What follows belongs to an exercise in optimizing a design on an open flow for small area, a short achievable clock period and few clock cycles per item; a production flow would make more cautious choices.
RTL that was checked went through simulation tests only; none was proved equivalent to the original.
Power figures rest on the tool's default switching activity, not on a simulated workload.

==> inputs of yarrow <==
==> flow/design.v <==
module sfd_tx (
    input  wire        clk,
    input  wire        rst,
    input  wire        in_valid,
    input  wire [7:0]  in_op,
    input  wire [7:0]  in_dest,
    input  wire [7:0]  in_byte,
    input  wire        in_last,
    input  wire        in_empty,
    output wire        in_ready,
    output wire        tx_valid,
    output wire [7:0]  tx_byte,
    input  wire        tx_ready
);
    localparam [7:0] MARKER       = 8'h1B;
    localparam [7:0] LIT_SENTINEL = 8'h1C;
    localparam [7:0] OP_DATA      = 8'h44;
    reg  [7:0]  buf_mem [0:31];
    reg  [5:0]  wp;            
    reg  [5:0]  rp;            
    reg         pf_v;          
    reg  [7:0]  pf_b;
    reg         in_rdy;        
    reg         in_cmd;        
    reg         ib_v;          
    reg  [7:0]  ib_byte;
    reg         ib_last;
    reg         ib_empty;
    reg         col_isd;       
    reg  [7:0]  col_op;
    reg  [7:0]  col_dest;
    reg  [5:0]  cnt;           
    reg         pair;          
    reg         s_pend;        
    reg         col_closed;    
    reg         carry;         
    reg         carry_last;    
    reg         cap;           
    reg         wen;           
    reg         rdy_valid;
    reg  [7:0]  rdy_op;
    reg  [7:0]  rdy_dest;
    reg  [5:0]  rdy_end;       
    reg         active;        
    reg  [5:0]  pos;           
    reg         out_src;       
    reg  [5:0]  out_end;       
    reg  [15:0] seq;
    reg         tx_v;
    reg  [7:0]  tx_b;
    reg         q_v;
    reg  [7:0]  q_b;
    assign in_ready = in_rdy;
    assign tx_valid = tx_v;
    assign tx_byte  = tx_b;
    function [5:0] inc6(input [5:0] x);
        inc6 = x ^ {&x[4:0], &x[3:0], &x[2:0], &x[1:0], x[0], 1'b1};
    endfunction
    function [4:0] inc5(input [4:0] x);
        inc5 = x ^ {&x[3:0], &x[2:0], &x[1:0], x[0], 1'b1};
    endfunction
    wire        fire     = in_valid && in_rdy;
    wire        consume  = ib_v && cap;
    wire        is_mk    = (ib_byte == MARKER) && !ib_empty;
    wire        is_m     = col_isd && is_mk;
    wire        two      = is_m && pair;
    wire        c30      = (cnt == 6'd39);
    wire        c31      = (cnt == 6'd40);
    wire        nofit    = two && c31;
    wire [5:0]  cnt1     = inc6(cnt);
    wire [5:0]  cnt2     = {inc5(cnt[5:1]), cnt[0]};
    wire [5:0]  ncnt     = two ? cnt2 : cnt1;
    wire        close    = ib_last || ib_empty || c31 || (c30 && two);
    wire [5:0]  close_len = ib_empty ? cnt : nofit ? 6'd40 : ncnt;
    reg  [7:0]  hdr;
    always @(*) begin
        case (pos[3:0])
            4'd0, 4'd1, 4'd2: hdr = MARKER;
            4'd4:             hdr = seq[15:8];
            4'd5:             hdr = seq[7:0];
            4'd6:             hdr = out_src ? col_op : rdy_op;
            4'd7:             hdr = out_src ? col_dest : rdy_dest;
            4'd9:             hdr = {2'b00, out_end - 6'd9};
            default:          hdr = 8'h00;
        endcase
    end
    wire        in_body  = (pos >= 6'd10);
    wire [7:0]  next_b   = in_body ? pf_b : hdr;
    wire        adv      = !(tx_v && q_v);     
    wire        ready_b  = !in_body || pf_v;   
    wire        emit     = adv && active && ready_b;
    wire        idle     = adv && !active;
    wire        pos_last = (pos == out_end);
    wire        done     = emit && pos_last;
    wire        want     = done || idle;
    wire        take_rdy = want && rdy_valid;
    wire        take_col = want && !rdy_valid && col_closed;
    wire        pos_lt8  = (pos[5:3] == 3'd0);
    wire        hold     = active && pos_lt8;
    wire        to_rdy   = col_closed && !take_col && !rdy_valid && !(hold && !out_src);
    wire        col_move = take_col || to_rdy;
    wire        push     = emit || take_rdy || take_col;
    wire [7:0]  push_b   = emit ? next_b : MARKER;
    wire        pop      = tx_v && tx_ready;
    wire        stay     = tx_v && !tx_ready;
    wire        rd       = emit && in_body;
    wire        buf_rd   = (wp != rp) && (!pf_v || rd);
    wire [5:0]  wp1      = wp + 6'd1;
    wire [5:0]  rp_lap   = {~rp[5], rp[4:0]};
    wire        occ31    = (wp1 == rp_lap);
    wire        occ32    = (wp == rp_lap);
    wire        wr_in    = consume && !ib_empty;
    wire        wr_s     = s_pend && !occ32;
    wire        wr       = wr_in || wr_s;
    wire        full_n   = !buf_rd && (occ32 || (occ31 && wr));
    wire        spend_n  = consume ? (two && !nofit) : (s_pend && !wr_s);
    wire        closed_n = (consume && close) || (col_closed && (col_move ? carry_last : 1'b1));
    wire        cap_n    = !spend_n && !closed_n && !full_n;
    wire        ibv_n    = fire || (ib_v && !consume);
    wire        active_n = want ? (take_rdy || take_col) : active;
    wire        lt8_n    = emit ? (done || (pos[5:3] == 3'd0 && pos[2:0] != 3'd7)) : (idle || pos_lt8);
    wire        src_n    = take_rdy ? 1'b0 : take_col ? 1'b1 : out_src;
    wire        in_cmd_n = fire ? !(in_last || in_empty) : in_cmd;
    wire        colbusy_n = ibv_n || closed_n || (active_n && lt8_n && src_n);
    wire        in_rdy_n = (!ibv_n || cap_n) && !(!in_cmd_n && colbusy_n);
    always @(posedge clk) begin
        if (wen)
            buf_mem[wp[4:0]] <= s_pend ? LIT_SENTINEL : ib_byte;
        if (in_rdy) begin
            ib_byte  <= in_byte;
            ib_last  <= in_last;
            ib_empty <= in_empty;
        end
        if (in_rdy && !in_cmd) begin
            col_op   <= in_op;
            col_dest <= in_dest;
            col_isd  <= (in_op == OP_DATA);
        end
        if (to_rdy) begin
            rdy_op   <= col_op;
            rdy_dest <= col_dest;
            rdy_end  <= cnt;
        end
        if (take_rdy) begin
            out_src  <= 1'b0;
            out_end  <= rdy_end;
        end
        if (take_col) begin
            out_src  <= 1'b1;
            out_end  <= cnt;
        end
        if (buf_rd)
            pf_b <= buf_mem[rp[4:0]];
        if (push)
            q_b <= push_b;
        if (!stay)
            tx_b <= q_v ? q_b : push_b;
    end
    always @(posedge clk) begin
        if (rst) begin
            wp         <= 6'd0;
            rp         <= 6'd0;
            pf_v       <= 1'b0;
            in_rdy     <= 1'b1;
            in_cmd     <= 1'b0;
            ib_v       <= 1'b0;
            cnt        <= 6'd9;
            pair       <= 1'b0;
            s_pend     <= 1'b0;
            col_closed <= 1'b0;
            carry      <= 1'b0;
            carry_last <= 1'b0;
            cap        <= 1'b1;
            wen        <= 1'b1;
            rdy_valid  <= 1'b0;
            active     <= 1'b0;
            pos        <= 6'd0;
            seq        <= 16'h0000;
            tx_v       <= 1'b0;
            q_v        <= 1'b0;
        end else begin
            if (wr)
                wp <= wp1;
            if (buf_rd)
                rp <= rp + 6'd1;
            pf_v <= buf_rd || (pf_v && !rd);
            in_rdy <= in_rdy_n;
            in_cmd <= in_cmd_n;
            ib_v   <= ibv_n;
            cap    <= cap_n;
            wen    <= cap_n || (spend_n && !full_n);
            s_pend <= spend_n;
            tx_v <= stay || q_v || push;
            q_v  <= stay ? (q_v || push) : (q_v && push);
            if (emit) begin
                if (done) begin
                    seq <= (seq == 16'hFFFE) ? 16'h0000 : seq + 16'd1;
                    pos <= 6'd0;
                end else begin
                    pos <= pos + 6'd1;
                end
            end else if (idle) begin
                pos <= 6'd1;
            end
            if (want)
                active <= take_rdy || take_col;
            if (take_rdy)
                rdy_valid <= 1'b0;
            if (to_rdy)
                rdy_valid <= 1'b1;
            if (col_move) begin
                col_closed <= carry_last;
                cnt        <= carry ? 6'd10 : 6'd9;
                pair       <= carry;
                carry      <= 1'b0;
                carry_last <= 1'b0;
            end
            if (consume) begin
                if (close) begin
                    col_closed <= 1'b1;
                    cnt        <= close_len;
                    carry      <= nofit;
                    carry_last <= nofit && ib_last;
                end else begin
                    cnt        <= ncnt;
                    pair       <= is_m && !pair;
                end
            end
        end
    end
endmodule
==> flow/flow/run.sh <==
#!/bin/bash
# The standard layout (the standard.sh, ORFS make targets), with one change:
# the port buffers that buffer_ports inserts are sky130_fd_sc_hd__buf_4 cells
# instead of the default choice (clkdlybuf4s50_1, a slow delay cell).
# Each tool's output goes to a log of its own: ORFS keeps its per-step logs
# under orfs/logs/, and make's own output goes to make_finish.log here.
set -euo pipefail
bash standard.sh "BUFFER_PORTS_ARGS=-buffer_cell sky130_fd_sc_hd__buf_4" finish > make_finish.log 2>&1
==> flow/standard.sh <==
#!/bin/bash
# synth_recipe.tcl (not shown) runs the flow's synth.tcl, then flattens the netlist and writes it again
# the make line also repeats each setting of config.mk as NAME=value (left out here)
make -C /OpenROAD-flow-scripts/flow DESIGN_CONFIG=/design/flow/config.mk WORK_HOME=/design/flow/orfs CLKGATE_MAP_FILE= SYNTH_SCRIPT=/design/flow/synth_recipe.tcl "${@:-finish}"
==> flow/config.mk <==
export PLATFORM = sky130hd
export DESIGN_NAME = sfd_tx
export DESIGN_NICKNAME = sfd_tx
export VERILOG_FILES = /design/flow/design.v
export SDC_FILE = /design/flow/constraint.sdc
export NUM_CORES = 4
export LEC_CHECK = 0
export CAP_MARGIN = 20
export CORE_MARGIN = 2
export CORE_UTILIZATION = 65
export CTS_CLUSTER_DIAMETER = 100
export CTS_CLUSTER_SIZE = 24
export PLACE_DENSITY = 0.75
export SETUP_SLACK_MARGIN = 3.65
export SLEW_MARGIN = 20
==> flow/constraint.sdc <==
create_clock -name core_clock -period 6.0 [get_ports {clk}]
set_input_delay 1.2000 -clock core_clock [delete_from_list [all_inputs] [get_ports {clk}]]
set_output_delay 1.2000 -clock core_clock [all_outputs]
set_load 0.01 [all_outputs]
==> inputs of pepper, as changes to yarrow <==
==> flow/design.v, changed modules only <==
module sfd_tx (
    input  wire        clk,
    input  wire        rst,
    input  wire        in_valid,
    input  wire [7:0]  in_op,
    input  wire [7:0]  in_dest,
    input  wire [7:0]  in_byte,
    input  wire        in_last,
    input  wire        in_empty,
    output wire        in_ready,
    output wire        tx_valid,
    output wire [7:0]  tx_byte,
    input  wire        tx_ready
);
    localparam [7:0] MARKER       = 8'h1B;
    localparam [7:0] LIT_SENTINEL = 8'h1C;
    localparam [7:0] OP_DATA      = 8'h44;
    reg  [7:0]  buf_mem [0:31];
    reg  [5:0]  wp;            
    reg  [5:0]  rp;            
    reg         in_cmd;        
    reg         col_isd;       
    reg  [7:0]  col_op;
    reg  [7:0]  col_dest;
    reg  [5:0]  cnt;           
    reg         pair;          
    reg         s_pend;        
    reg         col_closed;    
    reg         carry;         
    reg         carry_last;    
    reg         in_rdy;        
    reg         wen;           
    reg         rdy_valid;
    reg  [7:0]  rdy_op;
    reg  [7:0]  rdy_dest;
    reg  [5:0]  rdy_len;
    reg         active;        
    reg  [5:0]  pos;           
    reg         out_src;       
    reg  [5:0]  out_end;       
    reg  [15:0] seq;
    reg         tx_v;
    reg  [7:0]  tx_b;
    assign in_ready = in_rdy;
    assign tx_valid = tx_v;
    assign tx_byte  = tx_b;
    function [5:0] inc6(input [5:0] x);
        inc6 = x ^ {&x[4:0], &x[3:0], &x[2:0], &x[1:0], x[0], 1'b1};
    endfunction
    function [4:0] inc5(input [4:0] x);
        inc5 = x ^ {&x[3:0], &x[2:0], &x[1:0], x[0], 1'b1};
    endfunction
    wire        fire     = in_valid && in_rdy;
    wire        is_data  = in_cmd ? col_isd : (in_op == OP_DATA);
    wire        is_mk    = (in_byte == MARKER) && !in_empty;
    wire        is_m     = is_data && is_mk;
    wire        two      = is_m && pair;
    wire        c30      = (cnt == 6'd30);
    wire        c31      = (cnt == 6'd31);
    wire        nofit    = two && c31;
    wire [5:0]  cnt1     = inc6(cnt);
    wire [5:0]  cnt2     = {inc5(cnt[5:1]), cnt[0]};
    wire [5:0]  ncnt     = two ? cnt2 : cnt1;
    wire        in_end   = in_last || in_empty;
    wire        close    = in_end || c31 || (c30 && two);
    wire [5:0]  close_len = in_empty ? cnt : nofit ? 6'd31 : ncnt;
    reg  [7:0]  hdr;
    always @(*) begin
        case (pos[3:0])
            4'd0, 4'd1, 4'd2: hdr = MARKER;
            4'd4:             hdr = seq[15:8];
            4'd5:             hdr = seq[7:0];
            4'd6:             hdr = out_src ? col_op : rdy_op;
            4'd7:             hdr = out_src ? col_dest : rdy_dest;
            4'd9:             hdr = {2'b00, out_end - 6'd9};
            default:          hdr = 8'h00;
        endcase
    end
    wire        in_body  = (pos >= 6'd10);
    wire [7:0]  next_b   = in_body ? buf_mem[rp[4:0]] : hdr;
    wire        adv      = !tx_v || tx_ready;
    wire        emit     = adv && active;
    wire        pos_last = (pos == out_end);
    wire        done     = emit && pos_last;
    wire        want     = adv && (pos_last || !active);
    wire        take_rdy = want && rdy_valid;
    wire        take_col = want && !rdy_valid && col_closed;
    wire        pos_lt8  = (pos[5:3] == 3'd0);
    wire        hold     = active && pos_lt8;
    wire        to_rdy   = col_closed && !take_col && !rdy_valid && !(hold && !out_src);
    wire        col_move = take_col || to_rdy;
    wire        rd       = emit && in_body;
    wire [5:0]  wp1      = wp + 6'd1;
    wire [5:0]  rp_lap   = {~rp[5], rp[4:0]};
    wire        occ31    = (wp1 == rp_lap);
    wire        occ32    = (wp == rp_lap);
    wire        wr_in    = fire && !in_empty;
    wire        wr_s     = s_pend && !occ32;
    wire        wr       = wr_in || wr_s;
    wire        full_n   = !rd && (occ32 || (occ31 && wr));
    wire        spend_n  = fire ? (two && !nofit) : (s_pend && !wr_s);
    wire        closed_n = (fire && close) || (col_closed && (col_move ? carry_last : 1'b1));
    wire        active_n = want ? (take_rdy || take_col) : active;
    wire        lt8_n    = adv ? (!emit || done || (pos[5:3] == 3'd0 && pos[2:0] != 3'd7)) : pos_lt8;
    wire        src_n    = take_rdy ? 1'b0 : take_col ? 1'b1 : out_src;
    wire        in_cmd_n = fire ? !in_end : in_cmd;
    wire        newblk_n = !in_cmd_n && active_n && lt8_n && src_n;
    always @(posedge clk) begin
        if (wen)
            buf_mem[wp[4:0]] <= s_pend ? LIT_SENTINEL : in_byte;
        if (in_rdy && !in_cmd) begin
            col_op   <= in_op;
            col_dest <= in_dest;
        end
        if (to_rdy) begin
            rdy_op   <= col_op;
            rdy_dest <= col_dest;
            rdy_len  <= cnt;
        end
        if (take_rdy) begin
            out_src  <= 1'b0;
            out_end  <= rdy_len + 6'd9;
        end
        if (take_col) begin
            out_src  <= 1'b1;
            out_end  <= cnt + 6'd9;
        end
        if (emit)
            tx_b <= next_b;
        else if (adv)
            tx_b <= MARKER;
    end
    always @(posedge clk) begin
        if (rst) begin
            wp         <= 6'd0;
            rp         <= 6'd0;
            in_cmd     <= 1'b0;
            col_isd    <= 1'b0;
            cnt        <= 6'd0;
            pair       <= 1'b0;
            s_pend     <= 1'b0;
            col_closed <= 1'b0;
            carry      <= 1'b0;
            carry_last <= 1'b0;
            in_rdy     <= 1'b1;
            wen        <= 1'b1;
            rdy_valid  <= 1'b0;
            active     <= 1'b0;
            pos        <= 6'd0;
            seq        <= 16'h0000;
            tx_v       <= 1'b0;
        end else begin
            if (wr)
                wp <= wp1;
            if (rd)
                rp <= rp + 6'd1;
            in_rdy <= !spend_n && !closed_n && !full_n && !newblk_n;
            wen    <= (!spend_n && !closed_n && !full_n && !newblk_n) || (spend_n && !full_n);
            s_pend <= spend_n;
            if (adv) begin
                if (emit) begin
                    tx_v <= 1'b1;
                    if (done) begin
                        seq <= (seq == 16'hFFFE) ? 16'h0000 : seq + 16'd1;
                        pos <= 6'd0;
                    end else begin
                        pos <= pos + 6'd1;
                    end
                end else begin
                    tx_v <= take_rdy || take_col;
                    pos  <= 6'd1;
                end
            end
            if (want)
                active <= take_rdy || take_col;
            if (take_rdy)
                rdy_valid <= 1'b0;
            if (to_rdy)
                rdy_valid <= 1'b1;
            if (col_move) begin
                col_closed <= carry_last;
                cnt        <= carry ? 6'd1 : 6'd0;
                pair       <= carry;
                carry      <= 1'b0;
                carry_last <= 1'b0;
            end
            if (in_rdy && !in_cmd)
                col_isd <= (in_op == OP_DATA);
            if (fire) begin
                in_cmd <= !in_end;
                if (close) begin
                    col_closed <= 1'b1;
                    cnt        <= close_len;
                    carry      <= nofit;
                    carry_last <= nofit && in_last;
                end else begin
                    cnt        <= ncnt;
                    pair       <= is_m && !pair;
                end
            end
        end
    end
endmodule
CTS_CLUSTER_DIAMETER = unset   (was 100)
CTS_CLUSTER_SIZE = unset   (was 24)
SETUP_SLACK_MARGIN = 3.6   (was 3.65)
==> inputs of cedar, as changes to yarrow <==
==> flow/design.v, changed modules only <==
module sfd_tx (
    input  wire        clk,
    input  wire        rst,
    input  wire        in_valid,
    input  wire [7:0]  in_op,
    input  wire [7:0]  in_dest,
    input  wire [7:0]  in_byte,
    input  wire        in_last,
    input  wire        in_empty,
    output wire        in_ready,
    output wire        tx_valid,
    output wire [7:0]  tx_byte,
    input  wire        tx_ready
);
    localparam [7:0] MARKER       = 8'h1B;
    localparam [7:0] LIT_SENTINEL = 8'h1C;
    localparam [7:0] OP_DATA      = 8'h44;
    reg  [7:0]  buf_mem [0:31];
    reg  [5:0]  top;           
    reg         pf_v;          
    reg  [7:0]  pf_b;
    reg         in_rdy;        
    reg         in_cmd;        
    reg         ib_v;          
    reg  [7:0]  ib_byte;
    reg         ib_last;
    reg         ib_empty;
    reg         col_isd;       
    reg  [7:0]  col_op;
    reg  [7:0]  col_dest;
    reg  [5:0]  cnt;           
    reg         pair;          
    reg         s_pend;        
    reg         col_closed;    
    reg         carry;         
    reg         carry_last;    
    reg         cap;           
    reg         rdy_valid;
    reg  [7:0]  rdy_op;
    reg  [7:0]  rdy_dest;
    reg  [5:0]  rdy_end;       
    reg         active;        
    reg  [5:0]  pos;           
    reg         out_src;       
    reg  [5:0]  out_end;       
    reg  [15:0] seq;
    reg         tx_v;
    reg  [7:0]  tx_b;
    assign in_ready = in_rdy;
    assign tx_valid = tx_v;
    assign tx_byte  = tx_b;
    function [5:0] inc6(input [5:0] x);
        inc6 = x ^ {&x[4:0], &x[3:0], &x[2:0], &x[1:0], x[0], 1'b1};
    endfunction
    function [5:0] dec6(input [5:0] x);
        dec6 = x ^ {~|x[4:0], ~|x[3:0], ~|x[2:0], ~|x[1:0], ~x[0], 1'b1};
    endfunction
    function [4:0] inc5(input [4:0] x);
        inc5 = x ^ {&x[3:0], &x[2:0], &x[1:0], x[0], 1'b1};
    endfunction
    wire        fire     = in_valid && in_rdy;
    wire        consume  = ib_v && cap;
    wire        is_mk    = (ib_byte == MARKER) && !ib_empty;
    wire        is_m     = col_isd && is_mk;
    wire        two      = is_m && pair;
    wire        c30      = (cnt == 6'd39);
    wire        c31      = (cnt == 6'd40);
    wire        nofit    = two && c31;
    wire [5:0]  cnt1     = inc6(cnt);
    wire [5:0]  cnt2     = {inc5(cnt[5:1]), cnt[0]};
    wire [5:0]  ncnt     = two ? cnt2 : cnt1;
    wire        close    = ib_last || ib_empty || c31 || (c30 && two);
    wire [5:0]  close_len = ib_empty ? cnt : nofit ? 6'd40 : ncnt;
    reg  [7:0]  hdr;
    always @(*) begin
        case (pos[3:0])
            4'd0, 4'd1, 4'd2: hdr = MARKER;
            4'd4:             hdr = seq[15:8];
            4'd5:             hdr = seq[7:0];
            4'd6:             hdr = out_src ? col_op : rdy_op;
            4'd7:             hdr = out_src ? col_dest : rdy_dest;
            4'd9:             hdr = {2'b00, out_end - 6'd9};
            default:          hdr = 8'h00;
        endcase
    end
    wire        in_body  = (pos >= 6'd10);
    wire [7:0]  next_b   = in_body ? pf_b : hdr;
    wire        adv      = !tx_v || tx_ready;  
    wire        ready_b  = !in_body || pf_v;   
    wire        emit     = adv && active && ready_b;
    wire        idle     = adv && !active;
    wire        pos_last = (pos == out_end);
    wire        done     = emit && pos_last;
    wire        want     = done || idle;
    wire        take_rdy = want && rdy_valid;
    wire        take_col = want && !rdy_valid && col_closed;
    wire        pos_lt8  = (pos[5:3] == 3'd0);
    wire        hold     = active && pos_lt8;
    wire        to_rdy   = col_closed && !take_col && !rdy_valid && !(hold && !out_src);
    wire        col_move = take_col || to_rdy;
    wire        push     = emit || take_rdy || take_col;
    wire [7:0]  push_b   = emit ? next_b : MARKER;
    wire        rd       = emit && in_body;
    wire        buf_rd   = !top[5] && (!pf_v || rd);
    wire        occ31    = (top == 6'd30);
    wire        occ32    = (top == 6'd31);
    wire        wr_in    = consume && !ib_empty;
    wire        wr_s     = s_pend && !occ32;
    wire        wr       = wr_in || wr_s;
    wire        full_n   = !buf_rd && (occ32 || (occ31 && wr));
    wire        spend_n  = consume ? (two && !nofit) : (s_pend && !wr_s);
    wire        closed_n = (consume && close) || (col_closed && (col_move ? carry_last : 1'b1));
    wire        cap_n    = !spend_n && !closed_n && !full_n;
    wire        ibv_n    = fire || (ib_v && !consume);
    wire        active_n = want ? (take_rdy || take_col) : active;
    wire        lt8_n    = emit ? (done || (pos[5:3] == 3'd0 && pos[2:0] != 3'd7)) : (idle || pos_lt8);
    wire        src_n    = take_rdy ? 1'b0 : take_col ? 1'b1 : out_src;
    wire        in_cmd_n = fire ? !(in_last || in_empty) : in_cmd;
    wire        colbusy_n = ibv_n || closed_n || (active_n && lt8_n && src_n);
    wire        in_rdy_n = (!ibv_n || cap_n) && !(!in_cmd_n && colbusy_n);
    integer i;
    always @(posedge clk) begin
        if (wr) begin
            for (i = 31; i > 0; i = i - 1)
                buf_mem[i] <= buf_mem[i - 1];
            buf_mem[0] <= s_pend ? LIT_SENTINEL : ib_byte;
        end
        if (in_rdy) begin
            ib_byte  <= in_byte;
            ib_last  <= in_last;
            ib_empty <= in_empty;
        end
        if (in_rdy && !in_cmd) begin
            col_op   <= in_op;
            col_dest <= in_dest;
            col_isd  <= (in_op == OP_DATA);
        end
        if (to_rdy) begin
            rdy_op   <= col_op;
            rdy_dest <= col_dest;
            rdy_end  <= cnt;
        end
        if (take_rdy) begin
            out_src  <= 1'b0;
            out_end  <= rdy_end;
        end
        if (take_col) begin
            out_src  <= 1'b1;
            out_end  <= cnt;
        end
        if (buf_rd)
            pf_b <= buf_mem[top[4:0]];
        if (adv)
            tx_b <= push_b;
    end
    always @(posedge clk) begin
        if (rst) begin
            top        <= 6'h3F;
            pf_v       <= 1'b0;
            in_rdy     <= 1'b1;
            in_cmd     <= 1'b0;
            ib_v       <= 1'b0;
            cnt        <= 6'd9;
            pair       <= 1'b0;
            s_pend     <= 1'b0;
            col_closed <= 1'b0;
            carry      <= 1'b0;
            carry_last <= 1'b0;
            cap        <= 1'b1;
            rdy_valid  <= 1'b0;
            active     <= 1'b0;
            pos        <= 6'd0;
            seq        <= 16'h0000;
            tx_v       <= 1'b0;
        end else begin
            if (wr && !buf_rd)
                top <= inc6(top);
            else if (buf_rd && !wr)
                top <= dec6(top);
            pf_v <= buf_rd || (pf_v && !rd);
            in_rdy <= in_rdy_n;
            in_cmd <= in_cmd_n;
            ib_v   <= ibv_n;
            cap    <= cap_n;
            s_pend <= spend_n;
            if (adv)
                tx_v <= push;
            if (emit) begin
                if (done) begin
                    seq <= (seq == 16'hFFFE) ? 16'h0000 : seq + 16'd1;
                    pos <= 6'd0;
                end else begin
                    pos <= pos + 6'd1;
                end
            end else if (idle) begin
                pos <= 6'd1;
            end
            if (want)
                active <= take_rdy || take_col;
            if (take_rdy)
                rdy_valid <= 1'b0;
            if (to_rdy)
                rdy_valid <= 1'b1;
            if (col_move) begin
                col_closed <= carry_last;
                cnt        <= carry ? 6'd10 : 6'd9;
                pair       <= carry;
                carry      <= 1'b0;
                carry_last <= 1'b0;
            end
            if (consume) begin
                if (close) begin
                    col_closed <= 1'b1;
                    cnt        <= close_len;
                    carry      <= nofit;
                    carry_last <= nofit && ib_last;
                end else begin
                    cnt        <= ncnt;
                    pair       <= is_m && !pair;
                end
            end
        end
    end
endmodule
CTS_CLUSTER_DIAMETER = 120   (was 100)
CTS_CLUSTER_SIZE = 28   (was 24)
==> inputs of zinc, as changes to yarrow <==
SETUP_SLACK_MARGIN = 3.3   (was 3.65)
==> qor summary <==
metric                                                                  cedar        zinc      pepper      yarrow
Power per Cell Area                                                275 nW/µm²  312 nW/µm²  296 nW/µm²  310 nW/µm²
Global-route wire length before repair                              54,300 µm   52,800 µm   53,000 µm   54,900 µm
Largest driver fanout on the critical path                                  4          16           4           8
Instance count after placement with tap cells included                  1,366       1,359       1,291       1,358
Wire length on met2                                                 16,200 µm   17,700 µm   18,900 µm   18,200 µm
Status                                       no timing/DRC/antenna violations  no timing/DRC/antenna violations  no timing/DRC/antenna violations  no timing/DRC/antenna violations
Die height                                                             155 µm      164 µm      159 µm      164 µm
Area of the multi-input gates                                        4390 µm²    5140 µm²    5280 µm²    5290 µm²
Multi-input comb cells                                                    633         567         549         569
Top Usage Layer GRT                                                      met1        met2        met2        met2
Placer congestion estimate                                              0.879       0.852       0.931       0.887
Reg2reg setup slack                                                   3550 ps     3370 ps     3360 ps     3660 ps
Synthesized-area fraction occupied by xor and xnor cells                1.76%       2.51%       2.99%       2.51%
Adder and majority cell fraction of the synthesized area                1.26%       1.43%       1.61%       1.43%
Number of vias in the routed layout                                     9,697       9,230       9,240       9,335
Post-layout net count                                                   1,177       1,118       1,101       1,138
Skew final                                                            26.4 ps     17.1 ps     18.6 ps     16.1 ps
Capture point of the worst reg-to-reg path                         col_closed     tx_b[0]  out_end[4]         cap
Largest net degree at the start of global routing                          90          70          37          36
Number of flops mapped to enable cells by yosys                           327         335         308         335
Fraction of final layout cells with drive strength greater than 1       19.1%       22.1%       28.0%       25.9%
Net count of the mapped netlist                                         1,099       1,080       1,026       1,080
TritonCTS Sinks                                                           375         391         366         391
H-tree depth                                                                1           1           2           1
Number of tap cells inserted                                              285         330         319         330
Area occupied by registers                                         10,800 µm²  11,200 µm²  10,400 µm²  11,200 µm²
Flip-flop and latch count after synthesis                                 375         391         366         391
Testbench counts of cedar, summed over its fixed seeds: cycles 47,888, bytes 31,638.
The RTL of yarrow, pepper and zinc was laid out without a check of its function.

[port drivers added, routing unchanged]
No port has a modelled driver above. Below, the same layouts with a new extraction and two added sets of constraints.
Step 1, drivers: a clkbuf_16 drives clk and a buf_2 each remaining input, both assumed.
Step 2 also shifts input and output timing later by t, the mid clock arrival at the registers, as if the neighbouring blocks saw the same clock.
a / b / c = ideal ports / drivers / drivers and shift; a / b = the first two.
| run | t, ns | setup WS [ns] | hold WS [ns] | worst setup path after step 2 |
|---|---|---|---|---|
| yarrow | 0.579 | 3.662 / 3.653 / 3.506 | 0.465 / 0.465 / 0.465 | input to register |
| pepper | 0.574 | 3.356 / 3.357 / 2.792 | 0.445 / 0.445 / 0.445 | input to register |
| cedar | 0.572 | 3.552 / 3.552 / 3.045 | 0.457 / 0.457 / 0.457 | input to register |
| zinc | 0.589 | 3.370 / 3.352 / 3.370 | 0.452 / 0.452 / 0.452 | register to register |
After both steps every run listed still meets setup and hold. For pepper, which loses most, drivers alone change the setup slack by +0.001 ns; drivers and shift together by -0.564 ns.
